What follows belongs to an exercise in optimizing a design on an open flow for small area; a production flow would make more cautious choices. In this exercise RTL edits were held to simulation tests only and were not proved equivalent to the original. Power and IR drop assume default switching activity.

Design msf60_core, start of the top module:
module msf60_core (
    input  wire        clk,
    input  wire        rst,           
    input  wire        cmd_valid,
    output wire        cmd_ready,
    input  wire [63:0] cmd_word,
    output wire        rsp_valid,
    output wire [31:0] rsp_data,
    output wire        acc_valid,
    input  wire        acc_ready,
    output wire [3:0]  acc_kind,
    output wire [8:0]  acc_value,
    output wire        acc_is_valid,
    output wire        acc_track,
    input  wire        acc_answer
);
    localparam [31:0] K_A0     = 32'd150_000;
    localparam [31:0] K_AA     = 32'd250_000;
    localparam [31:0] K_AB     = 32'd350_000;
    localparam [31:0] K_MIN    = 32'd550_000;
    localparam [31:0] K_RUN    = 32'd1_500_000;
    localparam [31:0] K_P450   = 32'd450_001;    
    localparam [31:0] K_PMIN   = 32'd650_001;    
    localparam [31:0] K_SPIKE0 = 32'd30_000;
    localparam [4:0] S_CLR  = 5'd0;    
    localparam [4:0] S_IDLE = 5'd1;
    localparam [4:0] S_EA   = 5'd2;    
    localparam [4:0] S_ET   = 5'd3;    
    localparam [4:0] S_EW   = 5'd4;    
    localparam [4:0] S_SA   = 5'd5;    
  ...
Size in the first run: roughly 120 I/O pins, roughly 0.012 mm^2 of cells after synthesis.
==> flow/config.mk <==
export PLATFORM = sky130hd
export DESIGN_NAME = msf60_core
export DESIGN_NICKNAME = msf60_core
export VERILOG_FILES = /design/flow/design.v
export SDC_FILE = /design/flow/constraint.sdc
export NUM_CORES = 4
export LEC_CHECK = 0
export ABC_AREA = 1
export CAP_MARGIN = 20
export CORE_MARGIN = 2
export CORE_UTILIZATION = 60
export CTS_BUF_LIST = sky130_fd_sc_hd__clkbuf_8
export CTS_CLUSTER_DIAMETER = 80
export CTS_CLUSTER_SIZE = 16
export PLACE_DENSITY = 0.75
export SLEW_MARGIN = 20
==> flow/constraint.sdc <==
create_clock -name core_clock -period 15.0 [get_ports {clk}]
set_input_delay 3.0000 -clock core_clock [delete_from_list [all_inputs] [get_ports {clk}]]
set_output_delay 3.0000 -clock core_clock [all_outputs]
set_load 0.01 [all_outputs]
standard.sh (not shown) runs the stock make flow with config.mk's settings and CLKGATE_MAP_FILE= SYNTH_SCRIPT=/design/flow/synth_recipe.tcl, a recipe that flattens the netlist after the stock synthesis.
==> flow/flow/run.sh <==
#!/bin/bash
# The standard layout (standard.sh), with two changes:
# - synthesis maps with an area-only ABC script and leaves adders to ABC
#   (flow/synth_wrap.tcl, which sources synth_recipe.tcl unchanged otherwise);
# - the port buffers that buffer_ports inserts are the library's smallest
#   buffer, sky130_fd_sc_hd__buf_1.
# Make's output goes to standard.log; ORFS keeps each step's log under orfs/logs.
set -euo pipefail
here=$(cd "$(dirname "${BASH_SOURCE[0]}")" && pwd)
export FLOW_SYNTH_TCL="$PWD/synth_recipe.tcl"
export BUFFER_PORTS_ARGS="-buffer_cell sky130_fd_sc_hd__buf_1"
bash standard.sh SYNTH_SCRIPT="$here/synth_wrap.tcl" finish > standard.log 2>&1
==> flow/flow/abc_min_area.script <==
strash
&get -n
&st
&dch
&nf -a -R 1000
&put
mfs2
strash
&get -n
&st
&dch
&nf -a -R 1000
&put
mfs2
strash
&get -n
&st
&dch
&nf -a -R 1000
&put
mfs2
strash
&get -n
&st
&dch
&nf -a -R 1000
&put
mfs2
strash
&get -n
&st
&dch
&nf -a -R 1000
&put
topo
==> flow/flow/synth_wrap.tcl <==
# Runs the standard flow's synthesis script (synth_recipe.tcl) unchanged, except that the
# technology mapping call of ORFS's synth.tcl uses an area-only ABC script.
set ::flow_abc_script [file normalize [file join [file dirname [info script]] abc_min_area.script]]

proc abc {args} {
  set i [lsearch -exact $args -script]
  if { $i >= 0 && [regexp {abc_(area|speed)\.script$} [lindex $args [expr {$i + 1}]]] } {
    lset args [expr {$i + 1}] $::flow_abc_script
    puts "flow: mapping with $::flow_abc_script"
  }
  yosys abc {*}$args
}
# Leave adders to ABC rather than mapping them to the fa/ha cells first.
set ::env(ADDER_MAP_FILE) ""
source $::env(FLOW_SYNTH_TCL)
The baseline went through all stages and came out clean.
Edit:
--- a/flow/flow/abc_min_area.script
+++ b/flow/flow/abc_min_area.script
@@ -1,2 +1,114 @@
+strash
+&get -n
+&st
+&dch
+&nf -a -R 1000
+&put
+mfs2
+strash
+&get -n
+&st
+&dch
+&nf -a -R 1000
+&put
+mfs2
+strash
+&get -n
+&st
+&dch
+&nf -a -R 1000
+&put
+mfs2
+strash
+&get -n
+&st
+&dch
+&nf -a -R 1000
+&put
+mfs2
+strash
+&get -n
+&st
+&dch
+&nf -a -R 1000
+&put
+mfs2
+strash
+&get -n
+&st
+&dch
+&nf -a -R 1000
+&put
+mfs2
+strash
+&get -n
+&st
+&dch
+&nf -a -R 1000
+&put
+mfs2
+strash
+&get -n
+&st
+&dch
+&nf -a -R 1000
+&put
+mfs2
+strash
+&get -n
+&st
+&dch
+&nf -a -R 1000
+&put
+mfs2
+strash
+&get -n
+&st
+&dch
+&nf -a -R 1000
+&put
+mfs2
+strash
+&get -n
+&st
+&dch
+&nf -a -R 1000
+&put
+mfs2
+strash
+&get -n
+&st
+&dch
+&nf -a -R 1000
+&put
+mfs2
+strash
+&get -n
+&st
+&dch
+&nf -a -R 1000
+&put
+mfs2
+strash
+&get -n
+&st
+&dch
+&nf -a -R 1000
+&put
+mfs2
+strash
+&get -n
+&st
+&dch
+&nf -a -R 1000
+&put
+mfs2
+strash
+&get -n
+&st
+&dch
+&nf -a -R 1000
+&put
+mfs2
 strash
 &get -n
- CTS_CLUSTER_SIZE: 16 -> 14
Effect:
- non-clock buffer count rose by 4
- cell area falls by about 0.75%
- sequential power drops by about 5%
- via count goes down by about 2.6%
- maximum frequency barely changes
- critical path depth came out lower by 1
- synthesized area decreases by about 1.1%
- die area falls by 1.1%
- worst setup slack loses 12 ps
Edit:
- PLACE_DENSITY: 0.75 -> 0.9
=> First-iteration DRC count rose by 36%; setup slack got worse by 81 ps; register-to-register slack is worse by 230 ps; clock-buffer cell count went up by 2.

* * *

Setup of oak:
Another version of the RTL of msf60_core (not shown whole).
Size in the first run: ~400 flip-flops, about 0.014 mm² of cells after synthesis.
Settings: LEC_CHECK=0, ABC_AREA=1, CAP_MARGIN=20, CORE_MARGIN=2, CORE_UTILIZATION=40, CTS_BUF_LIST=sky130_fd_sc_hd__clkbuf_8, CTS_CLUSTER_DIAMETER=100, CTS_CLUSTER_SIZE=12, PLACE_DENSITY=0.6, SLEW_MARGIN=20; clock period 15.0 ns.
==> flow/flow/run.sh <==
#!/bin/bash
# Standard layout, with the port buffers that buffer_ports inserts made the
# smallest buffer of the library instead of clkdlybuf4s50_1.
set -euo pipefail
export BUFFER_PORTS_ARGS="-buffer_cell sky130_fd_sc_hd__buf_1"
bash standard.sh > standard.log 2>&1
The inputs of pine differ from those of oak as listed below.
- clearing CTS_CLUSTER_SIZE, which used to be 12
- clearing CTS_CLUSTER_DIAMETER, which used to be 100
- clearing CTS_BUF_LIST, which used to be sky130_fd_sc_hd__clkbuf_8
==> flow/run.sh (new file) <==
#!/bin/bash
# synth_recipe.tcl (not shown) runs the flow's synth.tcl, then flattens the netlist and writes it again
# the make line also repeats each setting of config.mk as NAME=value (left out here)
make -C /OpenROAD-flow-scripts/flow DESIGN_CONFIG=/design/flow/config.mk WORK_HOME=/design/flow/orfs CLKGATE_MAP_FILE= SYNTH_SCRIPT=/design/flow/synth_recipe.tcl finish
removed: flow/flow/run.sh
removed: flow/standard.sh
==> results.txt <==
Diff oak -> pine: maximum frequency fell by 5.3%; area enclosed by the die boundary stayed essentially flat; post-layout worst setup margin fell by 0.38 ns.
oak -> pine: share of synthesized area occupied by flip-flops and latches delta 0, exact match
Measured against each other, pine and oak differ in worst voltage drop across the vdd grid, the lower figure coming from oak.
--- input diff pine..birch ---
- removing ABC_AREA (formerly 1)
## What came out
- After synthesis and placement, the instance count of birch is below that of pine.
- Higher count of clock buffers in the final design among pine and birch: pine
- birch against pine: combinational group share of total power down 3.6 points; wire length per cell after detailed routing shows an increase of about 16%; worst setup slack saw a decrease; half-perimeter wire length after detailed placement increased by 580 µm relative to the old numbers; synthesis-to-finish area growth moved down.
- From pine to birch the numbers moved as follows: average vias per placed instance rose by about 6.5%, cell area rose by 220 µm².
- Summary of birch over pine: total core area now larger, number of enable-type register cells in the synthesized netlist saw little to no change.
Changes in maple relative to birch:
- ABC_AREA now 1, previously not set
- CTS_BUF_LIST now sky130_fd_sc_hd__clkbuf_4, previously not set
- CTS_CLUSTER_SIZE now 30, previously not set
Findings:
| compound-cell area share of the yosys netlist | lower: maple |
Delta(number of clock buffer instances in the layout, maple - birch) > 0
Compared with birch, in maple die footprint shows a reduction of 2.4%; worst slack at placement shows an increase of 0.47 ns; setup slack shows an increase of 0.26 ns.
The following lists how cedar was set up differently from maple:
- PLACE_DENSITY changed from 0.6 to 0.75
- CTS_CLUSTER_DIAMETER newly set to 80
- CTS_BUF_LIST changed from sky130_fd_sc_hd__clkbuf_4 to sky130_fd_sc_hd__clkbuf_8
- CTS_CLUSTER_SIZE changed from 30 to 16
- CORE_UTILIZATION changed from 40 to 60
==> flow/flow/run.sh (new file) <==
#!/bin/bash
# Standard layout, with the port buffers that buffer_ports inserts made the
# smallest buffer of the library instead of clkdlybuf4s50_1.
set -euo pipefail
export BUFFER_PORTS_ARGS="-buffer_cell sky130_fd_sc_hd__buf_1"
bash standard.sh > standard.log 2>&1
==> flow/standard.sh (new file) <==
#!/bin/bash
# synth_recipe.tcl (not shown) runs the flow's synth.tcl, then flattens the netlist and writes it again
# the make line also repeats each setting of config.mk as NAME=value (left out here)
make -C /OpenROAD-flow-scripts/flow DESIGN_CONFIG=/design/flow/config.mk WORK_HOME=/design/flow/orfs CLKGATE_MAP_FILE= SYNTH_SCRIPT=/design/flow/synth_recipe.tcl "${@:-finish}"
removed: flow/run.sh
Notes after the runs:
- Relative to maple, worst hold slack increased by 0.0069 ns in cedar.
- Area inside the core boundary: lower on cedar
- Diff cedar and maple: worst setup slack lower in maple
- [compare] base=maple new=cedar: number of vias after detailed routing now smaller, combinational cell fraction of total power went up by 0.9 points, area of all placed cells without fillers -0.0017 mm², met1 routed wirelength after detailed routing has decreased.

-- static timing again, ports no longer ideal --
How much do the figures lean on ideal ports? The routed layouts below were timed once more, with nothing changed but the port constraints.
Step 1, drivers: a clkbuf_16 drives clk and a buf_2 each remaining input, both assumed.
Step 2 moves the port delays by t, midway between the first and last clock arrival at a register: inputs arrive t later, outputs are due t later. That takes back most of the time a late clock gives input paths.
Three values: ideal ports, drivers, drivers and shift; two values: the first two.
| run | shift t [ns] | setup slack, ns | worst setup path at the end | clock arrival spread, ns | pins driven straight from the clock port |
|---|---|---|---|---|---|
| the first run of note 1 | 0.603 | 7.985 / 7.944 / 8.516 | input to register | 0.027 / 0.027 | 1 |
| the second run of note 1 | 0.619 | 7.973 / 7.930 / 8.067 | input to register | 0.052 / 0.052 | 1 |
| the third run of note 1 | 0.621 | 7.892 / 7.849 / 8.181 | input to register | 0.038 / 0.039 | 1 |
| oak | 0.596 | 8.263 / 8.217 / 8.813 | register to output | 0.049 / 0.048 | 1 |
| pine | 0.570 | 7.883 / 7.835 / 8.405 | register to output | 0.020 / 0.020 | 1 |
| birch | 0.566 | 7.384 / 7.335 / 7.901 | register to output | 0.022 / 0.022 | 1 |
| maple | 0.772 | 7.645 / 7.601 / 8.372 | register to output | 0.078 / 0.077 | 1 |
| cedar | 0.631 | 8.181 / 8.141 / 8.771 | register to output | 0.056 / 0.055 | 1 |
After both steps every run listed still meets setup and hold.
